This design comes from an exercise in tuning for small area, a short achievable clock period and few clock cycles per item on the open sky130 flow, not from production work.
Only simulation tests tie the RTL to the original design; equivalence was not proved.
Power and IR drop assume default switching activity.

==> flow/design.v (outline; a module is shown in full before it is edited, if it fits) <==
// module s8b_encoder: 862 lines
module s8b_encoder (
    input  wire        clk,
    input  wire        rst,
    input  wire        in_valid,
    output wire        in_ready,
    input  wire [31:0] in_data,
    output wire        out_valid,
    input  wire        out_ready,
    output wire [63:0] out_word,
    output wire        out_last
);
  // ...
==> flow/run.sh <==
#!/bin/bash
# synth_recipe.tcl (not shown) runs the flow's synth.tcl, then flattens the netlist and writes it again
# the make line also repeats each setting of config.mk as NAME=value (left out here)
make -C /OpenROAD-flow-scripts/flow DESIGN_CONFIG=/design/flow/config.mk WORK_HOME=/design/flow/orfs CLKGATE_MAP_FILE= SYNTH_SCRIPT=/design/flow/synth_recipe.tcl finish
==> flow/config.mk <==
export PLATFORM = sky130hd
export DESIGN_NAME = s8b_encoder
export DESIGN_NICKNAME = s8b_encoder
export VERILOG_FILES = /design/flow/design.v
export SDC_FILE = /design/flow/constraint.sdc
export NUM_CORES = 4
export LEC_CHECK = 0
export CAP_MARGIN = 20
export CORE_MARGIN = 2
export CORE_UTILIZATION = 40
export SETUP_SLACK_MARGIN = 5
export SLEW_MARGIN = 20
export TNS_END_PERCENT = 5
==> flow/constraint.sdc <==
create_clock -name core_clock -period 8.0 [get_ports {clk}]
set_input_delay 1.6000 -clock core_clock [delete_from_list [all_inputs] [get_ports {clk}]]
set_output_delay 1.6000 -clock core_clock [all_outputs]
set_load 0.01 [all_outputs]
==> flow_metrics.py, run 1 <==
metrics = {
    "synth": {
        "synth_compound_area_frac": 0.297,
        "syn_nets": 1984,
        "synth_top_area_cell": "dfxtp_1",
        "synthTopCellsByCount": "dfxtp_1 (306), a22o_1 (212), clkbuf_1 (160), a222oi_1 (153), edfxtp_1 (129)",
        "syn-cell-area_mm2": 0.0205,
        "async_flop_share": 0,
        "yosysMostFrequentCell": "dfxtp_1",
    },
    "route": {
        "drc_errors": 0,
        "wl_met1_mm": 38.0,
        "routed.top_layer": "met4",
        "drt-initial-drc-count": 4372,
    },
    "placement": {
        "post-place-ws_ns": 2.63,
        "place_area_mm2": 0.0219,
    },
    "status": {
        "status": "finished clean",
    },
    "finish": {
        "multi_input_area_share": 0.411,
        "layout_commonest_cell": "dfxtp_1",
        "largestRegisters": "ow (64), fo (61)",
        "nClkBuffers": 71,
    },
    "clocking": {
        "root_buffer": "clkbuf_16",
        "numCtsBuffers": 47,
    },
    "hold_path": {
        "worstHoldPathType": "flop to flop",
    },
    "grt": {
        "grt_pass1_vias": 18400,
        "gr-usage-met3": 0.0914,
    },
    "power_and_ir_drop": {
        "pg_seq_w": 0.00243,
    },
    "floorplanning": {
        "std_cell_rows": 82,
    },
    "setup_path": {
        "critPathKind": "flop to flop",
        "critPathArrivalTime_ns": 4.10,
        "crit_end": "w8[0]$_DFF_P_",
        "crit_fanout": 9,
        "crit_cells": 11,
    },
    "sta": {
        "clock.fmax_mhz": 278,
    },
    "flow_run": {
        "maxCapViolations": 0,
    },
}
Testbench counts, summed over its fixed seeds: cycles 24,607, items 24,576.
==> inputs of run 2 (changes only) <==
--- a/flow/design.v
+++ b/flow/design.v
@@ -138,49 +138,66 @@
     wire f53 = fo[53];
     wire f54 = fo[54];
     wire f55 = fo[55];
     wire f56 = fo[56];
     wire f57 = fo[57];
     wire f58 = fo[58];
     wire f59 = fo[59];
     wire f60 = fo[60];
-    wire hx1 = |q0[31:1];
-    wire hx2 = |q0[31:2];
-    wire hx3 = |q0[31:3];
-    wire hx4 = |q0[31:4];
-    wire hx5 = |q0[31:5];
-    wire hx6 = |q0[31:6];
-    wire hx7 = |q0[31:7];
-    wire hx8 = |q0[31:8];
-    wire hx10 = |q0[31:10];
-    wire hx12 = |q0[31:12];
-    wire hx15 = |q0[31:15];
-    wire hx20 = |q0[31:20];
-    wire hx30 = |q0[31:30];
+    reg [7:0] qg;     
+    wire hx1 = |{q0[1], q0[2], q0[3], qg[1], qg[2], qg[3], qg[4], qg[5], qg[6], qg[7]};
+    wire hx2 = |{q0[2], q0[3], qg[1], qg[2], qg[3], qg[4], qg[5], qg[6], qg[7]};
+    wire hx3 = |{q0[3], qg[1], qg[2], qg[3], qg[4], qg[5], qg[6], qg[7]};
+    wire hx4 = |{qg[1], qg[2], qg[3], qg[4], qg[5], qg[6], qg[7]};
+    wire hx5 = |{q0[5], q0[6], q0[7], qg[2], qg[3], qg[4], qg[5], qg[6], qg[7]};
+    wire hx6 = |{q0[6], q0[7], qg[2], qg[3], qg[4], qg[5], qg[6], qg[7]};
+    wire hx7 = |{q0[7], qg[2], qg[3], qg[4], qg[5], qg[6], qg[7]};
+    wire hx8 = |{qg[2], qg[3], qg[4], qg[5], qg[6], qg[7]};
+    wire hx10 = |{q0[10], q0[11], qg[3], qg[4], qg[5], qg[6], qg[7]};
+    wire hx12 = |{qg[3], qg[4], qg[5], qg[6], qg[7]};
+    wire hx15 = |{q0[15], qg[4], qg[5], qg[6], qg[7]};
+    wire hx20 = |{qg[5], qg[6], qg[7]};
+    wire hx30 = |{q0[30], q0[31]};
     wire hx32 = 1'b0;
-    wire headkill = v0 & ~blk_full & ((f1 & hx30) | (f2 & hx20) | (f3 & hx15) | (f4 & hx12) | (f5 & hx10) | (f6 & hx8) | (f7 & hx7) | (f8 & hx6) | (f9 & hx6) | (f10 & hx5) | (f11 & hx5) | (f12 & hx4) | (f13 & hx4) | (f14 & hx4) | (f15 & hx3) | (f16 & hx3) | (f17 & hx3) | (f18 & hx3) | (f19 & hx3) | (f20 & hx2) | (f21 & hx2) | (f22 & hx2) | (f23 & hx2) | (f24 & hx2) | (f25 & hx2) | (f26 & hx2) | (f27 & hx2) | (f28 & hx2) | (f29 & hx2) | (f30 & hx1) | (f31 & hx1) | (f32 & hx1) | (f33 & hx1) | (f34 & hx1) | (f35 & hx1) | (f36 & hx1) | (f37 & hx1) | (f38 & hx1) | (f39 & hx1) | (f40 & hx1) | (f41 & hx1) | (f42 & hx1) | (f43 & hx1) | (f44 & hx1) | (f45 & hx1) | (f46 & hx1) | (f47 & hx1) | (f48 & hx1) | (f49 & hx1) | (f50 & hx1) | (f51 & hx1) | (f52 & hx1) | (f53 & hx1) | (f54 & hx1) | (f55 & hx1) | (f56 & hx1) | (f57 & hx1) | (f58 & hx1) | (f59 & hx1));
+    wire cl1 = f30 | f31 | f32 | f33 | f34 | f35 | f36 | f37 | f38 | f39 | f40 | f41 | f42 | f43 | f44 | f45 | f46 | f47 | f48 | f49 | f50 | f51 | f52 | f53 | f54 | f55 | f56 | f57 | f58 | f59;
+    wire cl2 = f20 | f21 | f22 | f23 | f24 | f25 | f26 | f27 | f28 | f29;
+    wire cl3 = f15 | f16 | f17 | f18 | f19;
+    wire cl4 = f12 | f13 | f14;
+    wire cl5 = f10 | f11;
+    wire cl6 = f8 | f9;
+    wire cl7 = f7;
+    wire cl8 = f6;
+    wire cl10 = f5;
+    wire cl12 = f4;
+    wire cl15 = f3;
+    wire cl20 = f2;
+    wire cl30 = f1;
+    wire headkill = v0 & ~blk_full & ((cl1 & hx1) | (cl2 & hx2) | (cl3 & hx3) | (cl4 & hx4) | (cl5 & hx5) | (cl6 & hx6) | (cl7 & hx7) | (cl8 & hx8) | (cl10 & hx10) | (cl12 & hx12) | (cl15 & hx15) | (cl20 & hx20) | (cl30 & hx30));
     wire wk1 = |{w0[30], w0[31]};
     wire wk2 = |{w0[20], w0[21], w0[22], w0[23], w0[24], w0[25], w0[26], w0[27], w0[28], w0[29], w1[20], w1[21], w1[22], w1[23], w1[24], w1[25], w1[26], w1[27], w1[28], w1[29]};
     wire wk3 = |{w0[15], w0[16], w0[17], w0[18], w0[19], w1[15], w1[16], w1[17], w1[18], w1[19], w2[15], w2[16], w2[17], w2[18], w2[19]};
     wire wk4 = |{w0[12], w0[13], w0[14], w1[12], w1[13], w1[14], w2[12], w2[13], w2[14], w3[12], w3[13], w3[14]};
     wire wk5 = |{w0[10], w0[11], w1[10], w1[11], w2[10], w2[11], w3[10], w3[11], w4[10], w4[11]};
     wire wk6 = |{w0[8], w0[9], w1[8], w1[9], w2[8], w2[9], w3[8], w3[9], w4[8], w4[9], w5[8], w5[9]};
     wire wk7 = |{w0[7], w1[7], w2[7], w3[7], w4[7], w5[7], w6[7]};
     wire wk8 = |{w0[6], w1[6], w2[6], w3[6], w4[6], w5[6], w6[6], w7[6]};
     wire wk10 = |{w0[5], w1[5], w2[5], w3[5], w4[5], w5[5], w6[5], w7[5], w8[5], w9[5]};
     wire wk12 = |{w0[4], w1[4], w2[4], w3[4], w4[4], w5[4], w6[4], w7[4], w8[4], w9[4], w10[4], w11[4]};
     wire wk15 = |{w0[3], w1[3], w2[3], w3[3], w4[3], w5[3], w6[3], w7[3], w8[3], w9[3], w10[3], w11[3], w12[3], w13[3], w14[3]};
     wire wk20 = |{w0[2], w1[2], w2[2], w3[2], w4[2], w5[2], w6[2], w7[2], w8[2], w9[2], w10[2], w11[2], w12[2], w13[2], w14[2], w15[2], w16[2], w17[2], w18[2], w19[2]};
     wire wk30 = |{w0[1], w1[1], w2[1], w3[1], w4[1], w5[1], w6[1], w7[1], w8[1], w9[1], w10[1], w11[1], w12[1], w13[1], w14[1], w15[1], w16[1], w17[1], w18[1], w19[1], w20[1], w21[1], w22[1], w23[1], w24[1], w25[1], w26[1], w27[1], w28[1], w29[1]};
     wire winkill = (f1 & wk1) | (f2 & wk2) | (f3 & wk3) | (f4 & wk4) | (f5 & wk5) | (f6 & wk6) | (f7 & wk7) | (f8 & wk8) | (f10 & wk10) | (f12 & wk12) | (f15 & wk15) | (f20 & wk20) | (f30 & wk30);
-    wire ready = blk_full | f60 | headkill | winkill;
+    reg bfd;
+    wire ready = blk_full ? bfd : (f60 | headkill | winkill);
     wire can_emit = ~ov | out_ready;
-    wire emit = ready & can_emit & ~rst;
-    wire hold = ~emit & ~rst;
+    wire emit = ready & can_emit;
+    reg rst_r;
+    always @(posedge clk) rst_r <= rst;
+    wire hold = ~emit & ~rst_r;
     wire mf2 = f60;
     wire mf3 = f30 | f31 | f32 | f33 | f34 | f35 | f36 | f37 | f38 | f39 | f40 | f41 | f42 | f43 | f44 | f45 | f46 | f47 | f48 | f49 | f50 | f51 | f52 | f53 | f54 | f55 | f56 | f57 | f58 | f59;
     wire mf4 = f20 | f21 | f22 | f23 | f24 | f25 | f26 | f27 | f28 | f29;
     wire mf5 = f15 | f16 | f17 | f18 | f19;
     wire mf6 = f12 | f13 | f14;
     wire mf7 = f10 | f11;
     wire mf8 = f8 | f9;
     wire mf9 = f7;
@@ -217,96 +234,101 @@
     wire pl25 = |{w0[25], w1[25]};
     wire pl26 = |{w0[26], w1[26]};
     wire pl27 = |{w0[27], w1[27]};
     wire pl28 = |{w0[28], w1[28]};
     wire pl29 = |{w0[29], w1[29]};
     wire pl30 = |{w0[30]};
     wire pl31 = |{w0[31]};
     wire sx32 = 1'b0;
-    wire sx31 = pl31 | sx32;
-    wire sx30 = pl30 | sx31;
-    wire sx29 = pl29 | sx30;
-    wire sx28 = pl28 | sx29;
-    wire sx27 = pl27 | sx28;
-    wire sx26 = pl26 | sx27;
-    wire sx25 = pl25 | sx26;
-    wire sx24 = pl24 | sx25;
-    wire sx23 = pl23 | sx24;
-    wire sx22 = pl22 | sx23;
-    wire sx21 = pl21 | sx22;
-    wire sx20 = pl20 | sx21;
-    wire sx19 = pl19 | sx20;
-    wire sx18 = pl18 | sx19;
-    wire sx17 = pl17 | sx18;
-    wire sx16 = pl16 | sx17;
-    wire sx15 = pl15 | sx16;
-    wire sx14 = pl14 | sx15;
-    wire sx13 = pl13 | sx14;
-    wire sx12 = pl12 | sx13;
-    wire sx11 = pl11 | sx12;
-    wire sx10 = pl10 | sx11;
-    wire sx9 = pl9 | sx10;
-    wire sx8 = pl8 | sx9;
-    wire sx7 = pl7 | sx8;
-    wire sx6 = pl6 | sx7;
-    wire sx5 = pl5 | sx6;
-    wire sx4 = pl4 | sx5;
-    wire sx3 = pl3 | sx4;
-    wire sx2 = pl2 | sx3;
-    wire sx1 = pl1 | sx2;
+    wire sx31 = |{pl31};
+    wire sx30 = |{pl30, pl31};
+    wire sx29 = |{pl29, pl30, pl31};
+    wire sx28 = |{pl28, pl29, pl30, pl31};
+    wire sx27 = |{pl27, pl28, pl29, pl30, pl31};
+    wire sx26 = |{pl26, pl27, pl28, pl29, pl30, pl31};
+    wire sx25 = |{pl25, pl26, pl27, pl28, pl29, pl30, pl31};
+    wire sx24 = |{pl24, pl25, pl26, pl27, pl28, pl29, pl30, pl31};
+    wire sx23 = |{pl23, pl24, pl25, pl26, pl27, pl28, pl29, pl30, pl31};
+    wire sx22 = |{pl22, pl23, pl24, pl25, pl26, pl27, pl28, pl29, pl30, pl31};
+    wire sx21 = |{pl21, pl22, pl23, pl24, pl25, pl26, pl27, pl28, pl29, pl30, pl31};
+    wire sx20 = |{pl20, pl21, pl22, pl23, pl24, pl25, pl26, pl27, pl28, pl29, pl30, pl31};
+    wire sx19 = |{pl19, pl20, pl21, pl22, pl23, pl24, pl25, pl26, pl27, pl28, pl29, pl30, pl31};
+    wire sx18 = |{pl18, pl19, pl20, pl21, pl22, pl23, pl24, pl25, pl26, pl27, pl28, pl29, pl30, pl31};
+    wire sx17 = |{pl17, pl18, pl19, pl20, pl21, pl22, pl23, pl24, pl25, pl26, pl27, pl28, pl29, pl30, pl31};
+    wire sx16 = |{pl16, pl17, pl18, pl19, pl20, pl21, pl22, pl23, pl24, pl25, pl26, pl27, pl28, pl29, pl30, pl31};
+    wire sx15 = |{pl15, pl16, pl17, pl18, pl19, pl20, pl21, pl22, pl23, pl24, pl25, pl26, pl27, pl28, pl29, pl30, pl31};
+    wire sx14 = |{pl14, pl15, pl16, pl17, pl18, pl19, pl20, pl21, pl22, pl23, pl24, pl25, pl26, pl27, pl28, pl29, pl30, pl31};
+    wire sx13 = |{pl13, pl14, pl15, pl16, pl17, pl18, pl19, pl20, pl21, pl22, pl23, pl24, pl25, pl26, pl27, pl28, pl29, pl30, pl31};
+    wire sx12 = |{pl12, pl13, pl14, pl15, pl16, pl17, pl18, pl19, pl20, pl21, pl22, pl23, pl24, pl25, pl26, pl27, pl28, pl29, pl30, pl31};
+    wire sx11 = |{pl11, pl12, pl13, pl14, pl15, pl16, pl17, pl18, pl19, pl20, pl21, pl22, pl23, pl24, pl25, pl26, pl27, pl28, pl29, pl30, pl31};
+    wire sx10 = |{pl10, pl11, pl12, pl13, pl14, pl15, pl16, pl17, pl18, pl19, pl20, pl21, pl22, pl23, pl24, pl25, pl26, pl27, pl28, pl29, pl30, pl31};
+    wire sx9 = |{pl9, pl10, pl11, pl12, pl13, pl14, pl15, pl16, pl17, pl18, pl19, pl20, pl21, pl22, pl23, pl24, pl25, pl26, pl27, pl28, pl29, pl30, pl31};
+    wire sx8 = |{pl8, pl9, pl10, pl11, pl12, pl13, pl14, pl15, pl16, pl17, pl18, pl19, pl20, pl21, pl22, pl23, pl24, pl25, pl26, pl27, pl28, pl29, pl30, pl31};
+    wire sx7 = |{pl7, pl8, pl9, pl10, pl11, pl12, pl13, pl14, pl15, pl16, pl17, pl18, pl19, pl20, pl21, pl22, pl23, pl24, pl25, pl26, pl27, pl28, pl29, pl30, pl31};
+    wire sx6 = |{pl6, pl7, pl8, pl9, pl10, pl11, pl12, pl13, pl14, pl15, pl16, pl17, pl18, pl19, pl20, pl21, pl22, pl23, pl24, pl25, pl26, pl27, pl28, pl29, pl30, pl31};
+    wire sx5 = |{pl5, pl6, pl7, pl8, pl9, pl10, pl11, pl12, pl13, pl14, pl15, pl16, pl17, pl18, pl19, pl20, pl21, pl22, pl23, pl24, pl25, pl26, pl27, pl28, pl29, pl30, pl31};
+    wire sx4 = |{pl4, pl5, pl6, pl7, pl8, pl9, pl10, pl11, pl12, pl13, pl14, pl15, pl16, pl17, pl18, pl19, pl20, pl21, pl22, pl23, pl24, pl25, pl26, pl27, pl28, pl29, pl30, pl31};
+    wire sx3 = |{pl3, pl4, pl5, pl6, pl7, pl8, pl9, pl10, pl11, pl12, pl13, pl14, pl15, pl16, pl17, pl18, pl19, pl20, pl21, pl22, pl23, pl24, pl25, pl26, pl27, pl28, pl29, pl30, pl31};
+    wire sx2 = |{pl2, pl3, pl4, pl5, pl6, pl7, pl8, pl9, pl10, pl11, pl12, pl13, pl14, pl15, pl16, pl17, pl18, pl19, pl20, pl21, pl22, pl23, pl24, pl25, pl26, pl27, pl28, pl29, pl30, pl31};
+    wire sx1 = |{pl1, pl2, pl3, pl4, pl5, pl6, pl7, pl8, pl9, pl10, pl11, pl12, pl13, pl14, pl15, pl16, pl17, pl18, pl19, pl20, pl21, pl22, pl23, pl24, pl25, pl26, pl27, pl28, pl29, pl30, pl31};
     wire ff2 = ~sx1;
     wire ff3 = ~sx2;
     wire ff4 = ~sx3;
     wire ff5 = ~sx4;
     wire ff6 = ~sx5;
     wire ff7 = ~sx6;
     wire ff8 = ~sx7;
     wire ff9 = ~sx8;
     wire ff10 = ~sx10;
     wire ff11 = ~sx12;
     wire ff12 = ~sx15;
     wire ff13 = ~sx20;
     wire ff14 = ~sx30;
     wire ff15 = 1'b1;
+    reg [15:2] lfr;
     wire lf2 = ff2;
     wire lf3 = ff3 & ~ff2;
     wire lf4 = ff4 & ~ff3;
     wire lf5 = ff5 & ~ff4;
     wire lf6 = ff6 & ~ff5;
     wire lf7 = ff7 & ~ff6;
     wire lf8 = ff8 & ~ff7;
     wire lf9 = ff9 & ~ff8;
     wire lf10 = ff10 & ~ff9;
     wire lf11 = ff11 & ~ff10;
     wire lf12 = ff12 & ~ff11;
     wire lf13 = ff13 & ~ff12;
     wire lf14 = ff14 & ~ff13;
     wire lf15 = ff15 & ~ff14;
-    wire oh2 = blk_full ? lf2 : mf2;
-    wire oh3 = blk_full ? lf3 : mf3;
-    wire oh4 = blk_full ? lf4 : mf4;
-    wire oh5 = blk_full ? lf5 : mf5;
-    wire oh6 = blk_full ? lf6 : mf6;
-    wire oh7 = blk_full ? lf7 : mf7;
-    wire oh8 = blk_full ? lf8 : mf8;
-    wire oh9 = blk_full ? lf9 : mf9;
-    wire oh10 = blk_full ? lf10 : mf10;
-    wire oh11 = blk_full ? lf11 : mf11;
-    wire oh12 = blk_full ? lf12 : mf12;
-    wire oh13 = blk_full ? lf13 : mf13;
-    wire oh14 = blk_full ? lf14 : mf14;
-    wire oh15 = blk_full ? lf15 : mf15;
+    wire oh2 = blk_full ? lfr[2] : mf2;
+    wire oh3 = blk_full ? lfr[3] : mf3;
+    wire oh4 = blk_full ? lfr[4] : mf4;
+    wire oh5 = blk_full ? lfr[5] : mf5;
+    wire oh6 = blk_full ? lfr[6] : mf6;
+    wire oh7 = blk_full ? lfr[7] : mf7;
+    wire oh8 = blk_full ? lfr[8] : mf8;
+    wire oh9 = blk_full ? lfr[9] : mf9;
+    wire oh10 = blk_full ? lfr[10] : mf10;
+    wire oh11 = blk_full ? lfr[11] : mf11;
+    wire oh12 = blk_full ? lfr[12] : mf12;
+    wire oh13 = blk_full ? lfr[13] : mf13;
+    wire oh14 = blk_full ? lfr[14] : mf14;
+    wire oh15 = blk_full ? lfr[15] : mf15;
     wire sh30 = emit & ~blk_full & mf3;
     wire sh20 = emit & ~blk_full & mf4;
     wire sh15 = emit & ~blk_full & mf5;
     wire sh12 = emit & ~blk_full & mf6;
     wire sh10 = emit & ~blk_full & mf7;
     wire sh8 = emit & ~blk_full & mf8;
-    wire pop_hold = v0 & ~ready & ~rst;           
+    wire pop_hold = v0 & ~ready & ~blk_full;    
+    always @(posedge clk) begin
+        lfr <= {lf15, lf14, lf13, lf12, lf11, lf10, lf9, lf8, lf7, lf6, lf5, lf4, lf3, lf2};
+        bfd <= blk_full & ~emit & ~rst;
+    end
     wire af0 = f1 | f2 | f3 | f4 | f5 | f6 | f7 | f8 | f10 | f12 | f15 | f20 | f30 | f60;
     wire af1 = f9 | f11 | f13 | f16 | f21 | f31;
     wire af2 = f14 | f17 | f22 | f32;
     wire af3 = f18 | f23 | f33;
     wire af4 = f19 | f24 | f34;
     wire af5 = f25 | f35;
     wire af6 = f26 | f36;
     wire af7 = f27 | f37;
@@ -815,49 +837,49 @@
     always @(posedge clk) begin
         if (rst) begin
             ov <= 1'b0;
         end else if (emit) begin
             ov <= 1'b1;
         end else if (out_ready) begin
             ov <= 1'b0;
         end
-        if (emit) begin
+        if (can_emit) begin
             ow <= {selv, payload};
             ol <= blk_full;
         end
     end
+    wire [7:0] rin_dec = rin - 8'd1;
     always @(posedge clk) begin
         if (rst) begin
             fo   <= 61'd1;
             rin  <= 8'd128;
             bf   <= 1'b0;
         end else begin
             fo   <= fo_n;
             bf   <= (emit & blk_full) ? 1'b0 : (blk_full | ((rin == 8'd1) & pop));
             if (emit & blk_full)
                 rin <= pop ? 8'd127 : 8'd128;
             else
-                rin <= rin - {7'd0, pop};
+                rin <= pop ? rin_dec : rin;
         end
     end
     wire push = in_valid & ~v1;
+    wire q0_load = (pop & v1) | (push & (pop | ~v0));
+    wire q1_load = push & v0 & ~pop;
+    wire [7:0] ig = {|in_data[31:28], |in_data[27:24], |in_data[23:20], |in_data[19:16], |in_data[15:12], |in_data[11:8], |in_data[7:4], |in_data[3:0]};
+    wire [7:0] rg = {|q1[31:28], |q1[27:24], |q1[23:20], |q1[19:16], |q1[15:12], |q1[11:8], |q1[7:4], |q1[3:0]};
     always @(posedge clk) begin
+        if (q0_load) begin
+            q0 <= v1 ? q1 : in_data;
+            qg <= v1 ? rg : ig;
+        end
+        if (q1_load)
+            q1 <= in_data;
         if (rst) begin
             v0 <= 1'b0;
             v1 <= 1'b0;
-        end else if (pop) begin
-            if (v1) begin
-                q0 <= q1;
-                v1 <= 1'b0;
-            end else begin
-                if (push) q0 <= in_data;
-                v0 <= push;
-            end
-        end else if (!v0) begin
-            if (push) q0 <= in_data;
-            v0 <= push;
-        end else if (push) begin
-            q1 <= in_data;
-            v1 <= 1'b1;
+        end else begin
+            v0 <= (v0 & ~pop) | q0_load;
+            v1 <= (v1 & ~pop) | q1_load;
         end
     end
 endmodule
==> run 2 against run 1 <==
Net effect: sequential power increased by 11%; utilization is 0.42 points lower; global-route usage rose by 0.92 points; critical endpoint is now ow[58]$_DFFE_PN_; wire length up 5.1%; setup slack better by 0.35 ns; combinational power up about 50%.
==> flow_metrics.py, run 2 <==
metrics = {
    "sta": {
        "worst_slew_pin_slew_ns": 1.11,
        "period_minus_slack_ns": 3.25,
        "worst_clock_skew_ns": 0.0384,
        "drv_slew": 0,
        "finalSetupTns_ns": 0,
        "min_period_over_period": 0.407,
        "hold_violations": 0,
        "slew_headroom": 0.261,
        "clock.fmax_mhz": 307,
        "rsz0062_at_grt": "true",
        "setup_viol": 0,
        "fin_hold_ws_ns": 0.481,
    },
    "floorplanning": {
        "std_cell_rows": 84,
        "core_area_mm2": 0.0527,
        "io-pin-count": 103,
        "die_y_um": 235,
        "die_area_mm2": 0.0553,
        "initial_core_util": 0.406,
        "die_x_um": 235,
    },
    "synth": {
        "yosys.area_share.simple": 0.145,
        "synth_compound_area_frac": 0.288,
        "async_flop_share": 0,
        "ys.flop_type": "dfxtp_1",
        "synthTopCellsByArea": "dfxtp_1 (30%), edfxtp_1 (19%), a22o_1 (7.4%)",
        "synth.top_cell.area_share": 0.302,
        "synth_xor_area_frac": 0,
        "synth_top_family_by_area": "compound AO/OA/AOI/OAI gates",
        "synth_top_area_cell": "dfxtp_1",
        "ys_seq_area_frac": 0.493,
        "synthTopCellsByCount": "dfxtp_1 (322), nand2_1 (218), a22o_1 (181), clkbuf_1 (177), a221o_1 (154)",
        "synth.ff_latch_count": 458,
        "synth_cells": 2107,
        "syn-cell-area_mm2": 0.0214,
        "synth_fa_ha_area_frac": 0.00117,
        "synth_mux_area_frac": 0.0247,
        "synth_enable_flop_cells": 136,
        "syn_nets": 2145,
        "yosys_warnings": 1,
        "yosysUniqueCellTypes": 71,
        "avgSynthCellArea_um2": 10.1,
        "yosysMostFrequentCell": "dfxtp_1",
    },
    "grt": {
        "grt_pass1_wl_mm": 148,
        "antenna_found_initial": 4,
        "grt_usage": 0.364,
        "grt_max_degree": 63,
        "grt_pass1_vias": 19300,
        "grt_overflow": 0,
    },
    "finish": {
        "top_register": "ow",
        "final_cell_mix": "dfxtp_1 (280), nand2_1 (213), a22o_1 (173)",
        "largestRegisters": "ow (64), fo (61)",
        "largest_register_ffs": 64,
        "fin_nets": 2197,
        "area_delta_synth_final_pct": 23.0,
        "layout_commonest_cell": "dfxtp_1",
        "drive_gt1_frac": 0.188,
    },
    "power_and_ir_drop": {
        "p_per_area_mw_per_mm2": 226,
        "ir_drop_uv": 129,
        "power_w": 0.00594,
        "netSwitchingPower_w": 0.00171,
        "pwr-share-comb": 0.168,
        "p_int_w": 0.00423,
        "pwr-share-clk": 0.378,
        "p_seq_frac": 0.453,
        "p_leak_nw": 9.82,
        "swShare": 0.287,
    },
    "clocking": {
        "cts.path.max_buffers": 3,
        "root_buffer": "clkbuf_16",
        "hold_buffers": 0,
        "numCtsBuffers": 48,
        "htreeDepth": 2,
        "cts.sinks": 458,
        "cts_tree": "built",
        "clkTransAtPathRegs_ns": 0.06,
        "clkLatencyLatePin_ns": 0.62,
    },
    "setup_path": {
        "path_delay_family": "compound AO/OA/AOI/OAI gates",
        "critPathKind": "flop to flop",
        "path_cells": "or2_4, mux2_2, buf_4, a222oi_1, nand3_2, a221o_1, a221o_1",
        "worstSetupEndpointType": "flop",
        "crit_fanout": 60,
        "cp_common_cell": "a221o_1",
        "max_stage_delay_ns": 0.53,
        "critical_path_buf_inv_count": 1,
        "critPathArrivalTime_ns": 3.59,
        "crit_slowest_cell": "a222oi_1",
        "cp.required_ns": 8.33,
        "cp-start-kind": "flop",
    },
    "placement": {
        "io_buffers": 102,
        "post-dp-hpwl_mm": 66.9,
        "gp_congestion": 0.997,
    },
    "route": {
        "dr.pass1.iters": 15,
        "wl_per_cell_um": 36.8,
        "drc_errors": 0,
        "drt-initial-drc-count": 3959,
        "viasPerCell": 7.39,
        "antenna_left": 0,
        "wl_mm": 106,
        "dr_total_vias": 21300,
    },
    "flow_run": {
        "maxCapViolations": 0,
    },
    "hold_path": {
        "worstHoldPathType": "flop to flop",
    },
    "status": {
        "status": "finished clean",
    },
}
run 2: worst min-delay path: stages (launching register included):
cell and delay, ns:
dfxtp_1 0.30, nand3_1 0.06, o32ai_1 0.06
run 2: logic make-up (layout without fill, tap and decap cells):
logic type | Yosys count | after routing
compound gates | 737 | 740
fa+ha+maj | 2 | 2
buf+inv | 253 | 339
flops | 458 | 458
mux | 47 | 47
other cells | 0 | 2
simple gates | 610 | 611
run 2: power by group through the flow:
stage	Combinational (W)	Sequential [W]	Clock [W]
after detailed placement	0.000706	0.00274	0
after CTS	0.000908	0.00269	0.00225
after global placement	0.000701	0.00273	0
after global routing	0.00104	0.00270	0.00235
after floorplan	0.000429	0.00267	0
final	0.00100	0.00269	0.00225
run 2: worst paths after layout:
check	from	end	slack [ns]	cells after the start
worst max-delay path	fo[11]$_SDFF_PP0_	ow[58]$_DFFE_PN_	4.75	7
worst max register to register	fo[11]$_SDFF_PP0_	ow[58]$_DFFE_PN_	4.75	7
worst min-delay path	rin[5]$_SDFFE_PP0P_	rin[5]$_SDFFE_PP0P_	0.48	2
worst min register to register	rin[5]$_SDFFE_PP0P_	rin[5]$_SDFFE_PP0P_	0.48	2
run 2: layout make-up:
type	instances	area (µm²)
well taps	688	861
repair buffers	236	2650
diodes	2	5.00
multi-input cells	1400	10600
flip-flops and latches	458	10600
fillers	4717	26400
inverters	15	60.1
clock inverters	21	215
clock buffers	67	1320
run 2: layer usage:
metal	part of all wire	up-vias	track usage
met1	0.38	10500	0.487
li1	-	8624	-
met3	0.13	454	0.0931
met2	0.41	1778	0.528
met4	0.080	0	0.222
met5	0	-	0
run 2: repair_timing:
action,4_1_cts,5_1_grt
buffers inserted,41,23
cloned,16,7
endpoints found under the hold margin,0,0
resized for setup,153,78
endpoints found under the setup margin,505,472
pin swaps,21,22
run 2: through the flow:
stage / setup slack (ns) / cells / cell area (µm²) / utilization
2_1_floorplan: 3.42 / 2107 / 21400 / -
3_3_place_gp: 3.25 / 2710 / 22800 / 0.433
3_5_place_dp: 3.24 / 2710 / 22800 / 0.433
4_1_cts: 4.77 / 2855 / 25600 / 0.487
5_1_grt: 4.76 / 2885 / 26300 / 0.499
6_report: 4.75 / 2887 / 26300 / 0.499
Testbench counts of run 2, summed over its fixed seeds: cycles 24,799, items 24,576.
==> inputs of run 3 (changes only) <==
==> flow/flow/run.sh (new file) <==
#!/bin/bash
# The standard layout (standard.sh: ORFS synthesis through finish, unchanged), except
# that buffer_ports makes the input and output port buffers from sky130_fd_sc_hd__buf_4
# cells instead of the delay-cell buffer it picks by default. Every port still gets its
# own buffer. make's full output goes to standard.log in this folder; the ORFS steps
# keep their own logs under orfs/logs.
set -euo pipefail
export BUFFER_PORTS_ARGS="-buffer_cell sky130_fd_sc_hd__buf_4"
bash standard.sh "BUFFER_PORTS_ARGS=-buffer_cell sky130_fd_sc_hd__buf_4" finish > standard.log 2>&1
==> flow/standard.sh (new file) <==
#!/bin/bash
# synth_recipe.tcl (not shown) runs the flow's synth.tcl, then flattens the netlist and writes it again
# the make line also repeats each setting of config.mk as NAME=value (left out here)
make -C /OpenROAD-flow-scripts/flow DESIGN_CONFIG=/design/flow/config.mk WORK_HOME=/design/flow/orfs CLKGATE_MAP_FILE= SYNTH_SCRIPT=/design/flow/synth_recipe.tcl "${@:-finish}"
removed: flow/run.sh
==> run 3 against run 2 <==
Net effect: critical path depth unchanged; design area decreased by 1.7%; wire length decreased by 0.23%; clock power increased by 8%; largest cell class is now multi-input combinational cells; highest routed layer is now met5; largest power group unchanged.
==> flow_metrics.py, run 3 <==
metrics = {
    "floorplanning": {
        "die_area_mm2": 0.0553,
        "core_area_mm2": 0.0527,
        "initial_core_util": 0.406,
        "io-pin-count": 103,
        "die_x_um": 235,
        "die_y_um": 235,
        "std_cell_rows": 84,
    },
    "setup_path": {
        "crit_slowest_cell": "a221oi_1",
        "critical_path_buf_inv_count": 1,
        "r2r_slack_ns": 4.77,
        "worstSetupEndpointType": "flop",
        "cp.required_ns": 8.35,
        "r2r-end": "ow[52]$_DFFE_PN_",
        "critPathKind": "flop to flop",
        "path_delay_family": "compound AO/OA/AOI/OAI gates",
        "r2r_start": "bf$_SDFF_PP0_",
        "ff2ff_path_depth": 7,
        "startpoint": "bf$_SDFF_PP0_",
        "cp-start-kind": "flop",
        "path_cells": "mux2_2, buf_4, a22oi_1, nand2_1, a221oi_1, nand4_1, a221o_1",
        "crit_fanout": 61,
        "critPathArrivalTime_ns": 3.58,
        "max_stage_delay_ns": 0.71,
    },
    "status": {
        "status": "finished clean",
    },
    "grt": {
        "grt_usage": 0.360,
        "antenna_found_initial": 3,
        "grt_max_degree": 68,
        "grt_overflow": 0,
        "grt_pass1_vias": 19300,
        "grt_pass1_wl_mm": 147,
    },
    "sta": {
        "min_period_over_period": 0.404,
        "rsz0062_at_grt": "true",
        "hold_violations": 0,
        "worst_clock_skew_ns": 0.0305,
        "finalSetupTns_ns": 0,
        "worst_slew_pin_slew_ns": 1.12,
        "clock.fmax_mhz": 310,
        "setup_ws_ns": 4.77,
        "slew_headroom": 0.253,
        "drv_slew": 0,
        "period_minus_slack_ns": 3.23,
        "setup_viol": 0,
    },
    "route": {
        "antenna_left": 0,
        "dr.pass1.iters": 13,
        "wl_mm": 106,
        "dr_total_vias": 21500,
        "drt-initial-drc-count": 4586,
        "wl_per_cell_um": 37.1,
        "drc_errors": 0,
        "viasPerCell": 7.52,
    },
    "clocking": {
        "cts.sinks": 458,
        "cts.path.max_buffers": 3,
        "hold_buffers": 0,
        "numCtsBuffers": 50,
        "clkTransAtPathRegs_ns": 0.06,
        "cts_tree": "built",
        "clkLatencyLatePin_ns": 0.63,
        "root_buffer": "clkbuf_16",
        "htreeDepth": 2,
    },
    "placement": {
        "place_area_mm2": 0.0225,
        "gp_congestion": 1.03,
        "io_buffers": 102,
        "post-dp-hpwl_mm": 68.1,
        "post-place-ws_ns": 3.78,
    },
    "synth": {
        "synth.top_cell.area_share": 0.302,
        "synth_fa_ha_area_frac": 0.00117,
        "synthTopCellsByArea": "dfxtp_1 (30%), edfxtp_1 (19%), a22o_1 (7.4%)",
        "synth_xor_area_frac": 0,
        "synth_enable_flop_cells": 136,
        "synth_mux_area_frac": 0.0247,
        "yosys_warnings": 1,
        "ys.flop_type": "dfxtp_1",
        "avgSynthCellArea_um2": 10.1,
        "synth.ff_latch_count": 458,
        "yosysUniqueCellTypes": 71,
        "synth_compound_area_frac": 0.288,
        "synth_top_area_cell": "dfxtp_1",
        "ys_seq_area_frac": 0.493,
        "yosys.area_share.simple": 0.145,
        "syn_nets": 2145,
        "yosysMostFrequentCell": "dfxtp_1",
        "synth_top_family_by_area": "compound AO/OA/AOI/OAI gates",
        "syn-cell-area_mm2": 0.0214,
        "async_flop_share": 0,
        "synthTopCellsByCount": "dfxtp_1 (322), nand2_1 (218), a22o_1 (181), clkbuf_1 (177), a221o_1 (154)",
        "synth_cells": 2107,
    },
    "finish": {
        "final_cell_mix": "dfxtp_1 (287), nand2_1 (213), a22o_1 (166), buf_4 (166), a221o_1 (154)",
        "fin_nets": 2169,
        "area_delta_synth_final_pct": 20.9,
        "layout_commonest_cell": "dfxtp_1",
        "largestRegisters": "ow (64), fo (61)",
        "finalInstanceArea_mm2": 0.0258,
        "drive_gt1_frac": 0.228,
        "final_core_util": 0.491,
        "top_register": "ow",
        "largest_register_ffs": 64,
    },
    "power_and_ir_drop": {
        "p_leak_nw": 9.88,
        "p_per_area_mw_per_mm2": 233,
        "ir_drop_uv": 163,
        "power_w": 0.00603,
    },
    "hold_path": {
        "hold_end": "w1[24]$_DFF_P_",
        "min-delay-start": "q0[24]$_DFFE_PP_",
        "worstHoldPathType": "flop to flop",
        "hold_path_depth": 1,
    },
    "flow_run": {
        "maxCapViolations": 0,
    },
}
[run 3: logic make-up after synthesis]
| family | after synthesis |
|---|---|
| buf+inv | 253 |
| mux | 47 |
| compound gates | 737 |
| fa+ha+maj | 2 |
| simple gates | 610 |
| flops | 458 |
[run 3: metrics by stage]
| step | hold slack [ns] | instances |
|---|---|---|
| after floorplan | 0.406 | 2107 |
| after global placement | 0.461 | 2704 |
| after detailed placement | 0.479 | 2705 |
| after CTS | 0.494 | 2826 |
| after global routing | 0.510 | 2860 |
| final | 0.489 | 2862 |
[run 3: layer usage]
layer / track usage / vias to the layer above / part of all wire
li1: - / 8548 / -
met1: 0.483 / 10500 / 0.37
met2: 0.515 / 1996 / 0.41
met3: 0.105 / 490 / 0.14
met4: 0.210 / 6 / 0.079
met5: 0 / - / 0.00035
[run 3: layout make-up]
type | instances | area, µm²
diodes | 2 | 5.00
clock buffers | 77 | 1490
clock inverters | 16 | 234
fillers | 4778 | 26800
inverters | 15 | 60.1
multi-input cells | 1397 | 10600
flip-flops and latches | 458 | 10600
well taps | 688 | 861
repair buffers | 209 | 2000
[run 3: power breakdown]
part | switching, W | total [W] | internal [W]
Clock | 0.00101 | 0.00243 | 0.00142
Sequential | 0.000166 | 0.00270 | 0.00254
Combinational | 0.000561 | 0.000901 | 0.000340
[run 3: how the worst max path moves through the flow]
stage | endpoint | slack [ns] | cells after the start
2_1_floorplan | q1[0]$_DFFE_PP_ | 3.42 | 7
3_3_place_gp | fo[18]$_SDFF_PP0_ | 3.82 | 8
3_5_place_dp | w2[5]$_DFF_P_ | 3.78 | 9
4_1_cts | w2[1]$_DFF_P_ | 4.89 | 11
5_1_grt | fo[5]$_SDFF_PP0_ | 4.74 | 9
6_report | ow[52]$_DFFE_PN_ | 4.77 | 7
[run 3: timing repair]
| action | CTS | global route |
|---|---|---|
| gates resized for setup | 114 | 90 |
| pin swaps | 15 | 24 |
| setup endpoints to repair | 437 | 428 |
| setup buffers | 22 | 22 |
| gates cloned | 6 | 12 |
==> inputs of run 4 (changes only) <==
==> flow/flow/run.sh (replaced) <==
#!/bin/bash
# The standard layout (standard.sh: ORFS synthesis through finish, unchanged), except
# that buffer_ports makes the input and output port buffers from sky130_fd_sc_hd__buf_1
# cells instead of the delay-cell buffer it picks by default. Every port still gets its
# own buffer. make's full output goes to standard.log in this folder; the ORFS steps
# keep their own logs under orfs/logs.
set -euo pipefail
export BUFFER_PORTS_ARGS="-buffer_cell sky130_fd_sc_hd__buf_1"
bash standard.sh "BUFFER_PORTS_ARGS=-buffer_cell sky130_fd_sc_hd__buf_1" finish > standard.log 2>&1
--- a/flow/config.mk
+++ b/flow/config.mk
@@ -8,6 +8,8 @@
 export CAP_MARGIN = 20
 export CORE_MARGIN = 2
 export CORE_UTILIZATION = 40
+export CTS_CLUSTER_DIAMETER = 100
+export CTS_CLUSTER_SIZE = 30
 export SETUP_SLACK_MARGIN = 5
 export SLEW_MARGIN = 20
 export TNS_END_PERCENT = 5
==> run 4 against run 3 <==
Net effect: still clean; first-iteration DRC count down 2.2%; sequential share of layout area up 2.2 points; non-clock buffer count up 17; area after synthesis unchanged; critical path type unchanged.
==> flow_metrics.py, run 4 <==
metrics = {
    "power_and_ir_drop": {
        "pwr-share-clk": 0.278,
        "swShare": 0.314,
        "netSwitchingPower_w": 0.00158,
        "pwr-share-comb": 0.186,
        "p_leak_nw": 9.05,
        "p_per_area_mw_per_mm2": 204,
        "ir_drop_uv": 157,
        "p_int_w": 0.00345,
        "p_seq_frac": 0.536,
    },
    "sta": {
        "min_period_over_period": 0.407,
        "clock.fmax_mhz": 308,
        "rsz0062_at_grt": "true",
        "worst_slew_pin_slew_ns": 1.14,
        "slew_headroom": 0.242,
        "hold_violations": 0,
        "setup_viol": 0,
        "worst_clock_skew_ns": 0.0396,
        "finalSetupTns_ns": 0,
        "drv_slew": 0,
        "period_minus_slack_ns": 3.25,
        "fin_hold_ws_ns": 0.489,
    },
    "setup_path": {
        "crit_fanout": 50,
        "critPathArrivalTime_ns": 3.59,
        "ff2ff_path_depth": 6,
        "r2r_start": "fo[8]$_SDFF_PP0_",
        "cp.required_ns": 8.34,
        "cp-start-kind": "flop",
        "startpoint": "fo[8]$_SDFF_PP0_",
        "path_cells": "or2_2, mux2_4, a222oi_1, nand4_1, a221oi_1, nand2_1",
        "critPathKind": "flop to flop",
        "r2r-end": "ow[29]$_DFFE_PN_",
        "r2r_slack_ns": 4.75,
        "crit_slowest_cell": "mux2_4",
        "max_stage_delay_ns": 0.59,
        "worstSetupEndpointType": "flop",
    },
    "route": {
        "wl_per_cell_um": 37.1,
        "dr_wl_met2_mm": 42.2,
        "dr.pass1.iters": 15,
        "wl_met1_mm": 39.0,
        "wl_mm": 105,
        "dr_total_vias": 21300,
        "dr_wl_met3_mm": 15.1,
        "antenna_left": 0,
        "routed.top_layer": "met5",
        "drt-initial-drc-count": 4484,
        "drc_errors": 0,
        "viasPerCell": 7.56,
    },
    "synth": {
        "synth.top_cell.area_share": 0.302,
        "synth_cells": 2107,
        "synthTopCellsByCount": "dfxtp_1 (322), nand2_1 (218), a22o_1 (181), clkbuf_1 (177), a221o_1 (154)",
        "syn_nets": 2145,
        "ys.flop_type": "dfxtp_1",
        "synth_top_area_cell": "dfxtp_1",
        "yosys_warnings": 1,
        "avgSynthCellArea_um2": 10.1,
        "syn-cell-area_mm2": 0.0214,
        "synthTopCellsByArea": "dfxtp_1 (30%), edfxtp_1 (19%), a22o_1 (7.4%)",
        "yosysUniqueCellTypes": 71,
        "synth.ff_latch_count": 458,
        "yosysMostFrequentCell": "dfxtp_1",
        "async_flop_share": 0,
        "synth_enable_flop_cells": 136,
        "ys_seq_area_frac": 0.493,
    },
    "finish": {
        "fin_nets": 2160,
        "seq_area_mm2": 0.0106,
        "final_core_util": 0.468,
        "multi_input_area_mm2": 0.0106,
        "top_register": "ow",
        "final_cell_mix": "dfxtp_1 (278), nand2_1 (214), a22o_1 (178)",
        "largest_register_ffs": 64,
        "drive_gt1_frac": 0.170,
        "n_fill_cell": 4861,
        "layout_commonest_cell": "dfxtp_1",
        "antennaDiodeCount": 0,
        "final_cells": 2823,
        "area_delta_synth_final_pct": 15.3,
        "largestRegisters": "ow (64), fo (61)",
    },
    "hold_path": {
        "hold_end": "w1[26]$_DFF_P_",
        "hold_path_depth": 1,
        "min-delay-start": "q0[26]$_DFFE_PP_",
        "worstHoldPathType": "flop to flop",
    },
    "floorplanning": {
        "die_area_mm2": 0.0553,
        "std_cell_rows": 84,
        "initial_core_util": 0.406,
        "io-pin-count": 103,
        "die_y_um": 235,
        "core_area_mm2": 0.0527,
        "die_x_um": 235,
    },
    "clocking": {
        "htreeDepth": 1,
        "root_buffer": "clkbuf_16",
        "clkLatencyLatePin_ns": 0.60,
        "numCtsBuffers": 21,
        "cts_tree": "built",
        "cts.path.max_buffers": 3,
        "cts.sinks": 458,
        "clkTransAtPathRegs_ns": 0.12,
        "hold_buffers": 0,
    },
    "grt": {
        "grt_pass1_wl_mm": 145,
        "antenna_found_initial": 4,
        "grt_overflow": 0,
        "grt_usage": 0.355,
        "grt_max_degree": 70,
        "grt_pass1_vias": 19000,
    },
    "placement": {
        "gp_congestion": 1.04,
        "post-dp-hpwl_mm": 66.1,
        "io_buffers": 102,
        "dp.cells": 2703,
    },
    "status": {
        "status": "finished clean",
    },
    "flow_run": {
        "maxCapViolations": 0,
    },
}
## run 4: cell counts after synthesis
Identical to the previous run, type by type.
## run 4: cell families (layout without fill, tap and decap cells)
kind of cell / after synthesis / in the layout / synth area share
AOI/OAI and AO/OA: 737 / 740 / 0.288
adders and majority gates: 2 / 2 / 0.00117
buffers and inverters: 253 / 277 / 0.0482
DFF: 458 / 458 / 0.493
muxes: 47 / 47 / 0.0247
and+or+nand+nor: 610 / 611 / 0.145
## run 4: routing by layer
layer  GRT usage  vias to the layer above
li1            -                     8498
met1       0.469                    10400
met2       0.508                     1957
met3       0.112                      505
met4       0.208                        4
met5           0                        -
## run 4: worst max-delay path by stage
stage / end / slack [ns] / cells past startpoint
after global routing: ow[2]$_DFFE_PN_ / 4.83 / 9
after floorplan: q1[0]$_DFFE_PP_ / 3.42 / 7
after CTS: ow[58]$_DFFE_PN_ / 4.88 / 7
after detailed placement: fo[5]$_SDFF_PP0_ / 3.84 / 8
after global placement: w17[0]$_DFF_P_ / 3.79 / 8
final: ow[29]$_DFFE_PN_ / 4.75 / 6
## run 4: per-stage QoR
stage          cell area, µm²  setup WS, ns  total power, W
3_3_place_gp            22100          3.79         0.00337
2_1_floorplan           21400          3.42         0.00310
5_1_grt                 24600          4.83         0.00515
3_5_place_dp            22100          3.84         0.00338
6_report                24600          4.75         0.00503
4_1_cts                 23800          4.88         0.00489
## run 4: what timing repair did
action / CTS / global route
gates cloned: 12 / 7
pin swaps: 17 / 23
resized for setup: 112 / 113
setup endpoints to repair: 433 / 421
setup buffers: 30 / 35
## run 4: power groups by stage
stage	Sequential [W]	Combinational [W]	Clock [W]
finish	0.00269	0.000938	0.00140
global route	0.00270	0.000971	0.00148
CTS	0.00269	0.000801	0.00140
detailed placement	0.00274	0.000641	0
global placement	0.00273	0.000635	0
floorplan	0.00267	0.000429	0
## run 4: area by class of cell
class,count,share of cell area
multi-input combinational,1400,0.428
timing repair buffer,226,0.0745
sequential,458,0.431
inverter,15,0.00244
tap,688,0.0349
clock buffer,26,0.0229
clock inverter,10,0.00533
## run 4: worst max-delay path, delay by kind of cell (launching register included)
family | cells | cell delay, ns
multiplexers | 1 | 0.59
AO/OA/AOI/OAI | 2 | 0.93
flip-flops | 1 | 0.50
AND/OR/NAND/NOR | 3 | 0.96
==> inputs of run 5 (changes only) <==
--- a/flow/config.mk
+++ b/flow/config.mk
@@ -8,8 +8,8 @@
 export CAP_MARGIN = 20
 export CORE_MARGIN = 2
 export CORE_UTILIZATION = 40
-export CTS_CLUSTER_DIAMETER = 100
-export CTS_CLUSTER_SIZE = 30
+export CTS_CLUSTER_DIAMETER = 80
+export CTS_CLUSTER_SIZE = 24
 export SETUP_SLACK_MARGIN = 5
 export SLEW_MARGIN = 20
 export TNS_END_PERCENT = 5
==> run 5 against run 4 <==
Net effect: still clean; area after synthesis stayed put; via count is 1.8% higher; critical path depth is 1 lower; register-to-register slack worse by 0.07 ns; sequential power hardly changed; fmax is 2.2% lower; critical path type unchanged; critical endpoint is now ow[41]$_DFFE_PN_; largest cell class unchanged; largest power group unchanged.
==> flow_metrics.py, run 5 <==
metrics = {
    "placement": {
        "place_area_mm2": 0.0221,
        "post-dp-hpwl_mm": 66.1,
        "gp_congestion": 1.04,
        "io_buffers": 102,
    },
    "finish": {
        "largestRegisters": "ow (64), fo (61)",
        "final_cell_mix": "dfxtp_1 (284), nand2_1 (214), a22o_1 (178)",
        "area_delta_synth_final_pct": 17.0,
        "fin_nets": 2161,
        "largest_register_ffs": 64,
        "finalInstanceArea_mm2": 0.0250,
        "top_register": "ow",
        "layout_commonest_cell": "dfxtp_1",
        "drive_gt1_frac": 0.165,
    },
    "synth": {
        "yosysUniqueCellTypes": 71,
        "async_flop_share": 0,
        "yosys_warnings": 1,
        "synth_mux_area_frac": 0.0247,
        "yosys.area_share.simple": 0.145,
        "yosysMostFrequentCell": "dfxtp_1",
        "synth_enable_flop_cells": 136,
        "synth.top_cell.area_share": 0.302,
        "syn_nets": 2145,
        "synth_cells": 2107,
        "synth_top_family_by_area": "compound AO/OA/AOI/OAI gates",
        "synth.ff_latch_count": 458,
        "avgSynthCellArea_um2": 10.1,
        "synth_top_area_cell": "dfxtp_1",
        "ys.flop_type": "dfxtp_1",
        "synthTopCellsByArea": "dfxtp_1 (30%), edfxtp_1 (19%), a22o_1 (7.4%)",
        "synthTopCellsByCount": "dfxtp_1 (322), nand2_1 (218), a22o_1 (181), clkbuf_1 (177), a221o_1 (154)",
        "synth_compound_area_frac": 0.288,
        "synth_fa_ha_area_frac": 0.00117,
        "synth_xor_area_frac": 0,
        "ys_seq_area_frac": 0.493,
        "syn-cell-area_mm2": 0.0214,
    },
    "power_and_ir_drop": {
        "netSwitchingPower_w": 0.00174,
        "pwr-share-clk": 0.324,
        "p_int_w": 0.00373,
        "p_per_area_mw_per_mm2": 219,
        "ir_drop_uv": 171,
        "p_leak_nw": 9.20,
        "p_seq_frac": 0.493,
        "pwr-share-comb": 0.183,
        "swShare": 0.319,
    },
    "sta": {
        "min_period_over_period": 0.416,
        "worst_slew_pin_slew_ns": 1.22,
        "hold_violations": 0,
        "setup_viol": 0,
        "clock.fmax_mhz": 301,
        "drv_slew": 0,
        "fin_hold_ws_ns": 0.493,
        "worst_clock_skew_ns": 0.0295,
        "rsz0062_at_grt": "true",
        "period_minus_slack_ns": 3.32,
        "finalSetupTns_ns": 0,
        "slew_headroom": 0.184,
    },
    "hold_path": {
        "worstHoldPathType": "flop to flop",
        "min-delay-start": "q0[24]$_DFFE_PP_",
    },
    "setup_path": {
        "r2r_start": "fo[8]$_SDFF_PP0_",
        "worstSetupEndpointType": "flop",
        "cp.required_ns": 8.38,
        "cp-start-kind": "flop",
        "crit_slowest_cell": "a221oi_1",
        "path_cells": "or2_2, mux2_4, a221oi_1, nand4_1, a221o_1",
        "critPathArrivalTime_ns": 3.71,
        "startpoint": "fo[8]$_SDFF_PP0_",
        "crit_fanout": 50,
        "critPathKind": "flop to flop",
        "max_stage_delay_ns": 0.89,
    },
    "route": {
        "dr_total_vias": 21700,
        "drc_errors": 0,
        "dr.pass1.iters": 14,
        "drt-initial-drc-count": 4579,
        "viasPerCell": 7.65,
        "wl_mm": 108,
        "wl_per_cell_um": 38.0,
        "antenna_left": 0,
    },
    "grt": {
        "antenna_found_initial": 6,
        "grt_max_degree": 70,
        "grt_usage": 0.358,
        "grt_pass1_wl_mm": 146,
        "grt_pass1_vias": 19000,
        "grt_overflow": 0,
    },
    "clocking": {
        "numCtsBuffers": 30,
        "hold_buffers": 0,
        "cts.path.max_buffers": 3,
        "clkLatencyLatePin_ns": 0.64,
        "htreeDepth": 1,
        "cts.sinks": 458,
        "clkTransAtPathRegs_ns": 0.09,
        "cts_tree": "built",
        "root_buffer": "clkbuf_16",
    },
    "floorplanning": {
        "die_area_mm2": 0.0553,
        "die_x_um": 235,
        "initial_core_util": 0.406,
        "io-pin-count": 103,
        "std_cell_rows": 84,
        "core_area_mm2": 0.0527,
        "die_y_um": 235,
    },
    "status": {
        "status": "finished clean",
    },
    "flow_run": {
        "maxCapViolations": 0,
    },
}
-- run 5: cell counts after synthesis --
No cell type changed its count.
-- run 5: worst paths after layout --
kind,endpoint,cells after the start,slack [ns]
setup / recovery,ow[41]$_DFFE_PN_,5,4.68
hold / removal,w1[24]$_DFF_P_,1,0.49
setup reg to reg,ow[41]$_DFFE_PN_,5,4.68
hold reg to reg,w1[24]$_DFF_P_,1,0.49
-- run 5: power by group through the flow --
stage	Sequential (W)	Clock (W)	Combinational [W]
4_1_cts	0.00268	0.00178	0.000800
3_3_place_gp	0.00273	0	0.000635
2_1_floorplan	0.00267	0	0.000429
3_5_place_dp	0.00274	0	0.000641
5_1_grt	0.00270	0.00186	0.00103
6_report	0.00270	0.00177	0.00100
-- run 5: worst max-delay path: cells and delay by family (launching register included) --
kind	cells	cell delay, ns
DFF	1	0.47
muxes	1	0.61
AOI/OAI and AO/OA	2	1.21
and+or+nand+nor	2	0.76
-- run 5: logic make-up (layout without fill, tap and decap cells) --
family / count (synthesis) / in the layout
other: 0 / 4
adders and majority gates: 2 / 2
AOI/OAI and AO/OA: 737 / 740
DFF: 458 / 458
muxes: 47 / 47
buffers and inverters: 253 / 288
and+or+nand+nor: 610 / 611
-- run 5: cell type report --
class / instances / area [µm²]
clock buffers: 38 / 822
repair buffers: 218 / 1960
fillers: 4820 / 27700
inverters: 15 / 60.1
diodes: 4 / 10.0
clock inverters: 17 / 240
well taps: 688 / 861
flip-flops and latches: 458 / 10600
multi-input cells: 1400 / 10500
-- run 5: per-stage QoR --
stage	total power, W	instances	utilization	setup slack [ns]
final	0.00547	2838	0.475	4.68
after floorplan	0.00310	2107	-	3.42
after detailed placement	0.00338	2703	0.420	3.84
after CTS	0.00526	2794	0.457	4.90
after global placement	0.00337	2702	0.420	3.79
after global routing	0.00559	2835	0.475	4.82
-- run 5: layer usage --
metal | GRT usage | up-vias | wire length, µm
met5 | 0 | - | 27
met4 | 0.225 | 4 | 9860
met3 | 0.119 | 614 | 16300
met2 | 0.499 | 2092 | 42200
met1 | 0.473 | 10500 | 39500
li1 | - | 8541 | -
-- run 5: repair_timing --
| item | in CTS | in global routing |
|---|---|---|
| gates resized for setup | 106 | 84 |
| setup endpoints to repair | 431 | 420 |
| hold endpoints to repair | 0 | 0 |
| cloned | 13 | 21 |
| setup buffers | 23 | 19 |
| pin swaps | 15 | 18 |

[re-timing with driven ports]
The results above use ideal ports. As a check the final layouts listed here were re-extracted and re-timed, cells and wires unchanged. Step 1 (the two cells are an assumption about what drives the block):
set clk [get_ports {clk}]
set_driving_cell -lib_cell sky130_fd_sc_hd__clkbuf_16 $clk
set_driving_cell -lib_cell sky130_fd_sc_hd__buf_2 [delete_from_list [all_inputs] $clk]
Step 2 adds t to the input delays and takes it off the output delays; t is the mean of the earliest and latest rising clock arrival at the registers after step 1. Input paths then give back, and output paths get back, about the clock's delay inside the block. Three values: no drivers, after step 1, after step 2; two values: the first two.
run | shift t [ns] | slack for setup (ns) | clock arrival spread, ns | slew at the worst register clock pin (ns) | cell pins on the clock port's net
run 1 | 0.652 | 4.397 / 4.397 / 3.860 | 0.038 / 0.038 | 0.07 / 0.07 | 1
run 2 | 0.657 | 4.745 / 4.745 / 4.459 | 0.038 / 0.039 | 0.07 / 0.07 | 1
run 3 | 0.675 | 4.771 / 4.771 / 4.356 | 0.031 / 0.031 | 0.07 / 0.07 | 1
run 4 | 0.643 | 4.748 / 4.748 / 4.450 | 0.040 / 0.040 | 0.12 / 0.12 | 1
run 5 | 0.687 | 4.676 / 4.676 / 4.448 | 0.029 / 0.030 | 0.10 / 0.10 | 1
After both steps every run listed still meets setup and hold. For run 1, which loses most, drivers alone change the setup slack by 0.000 ns; drivers and shift together by -0.537 ns.
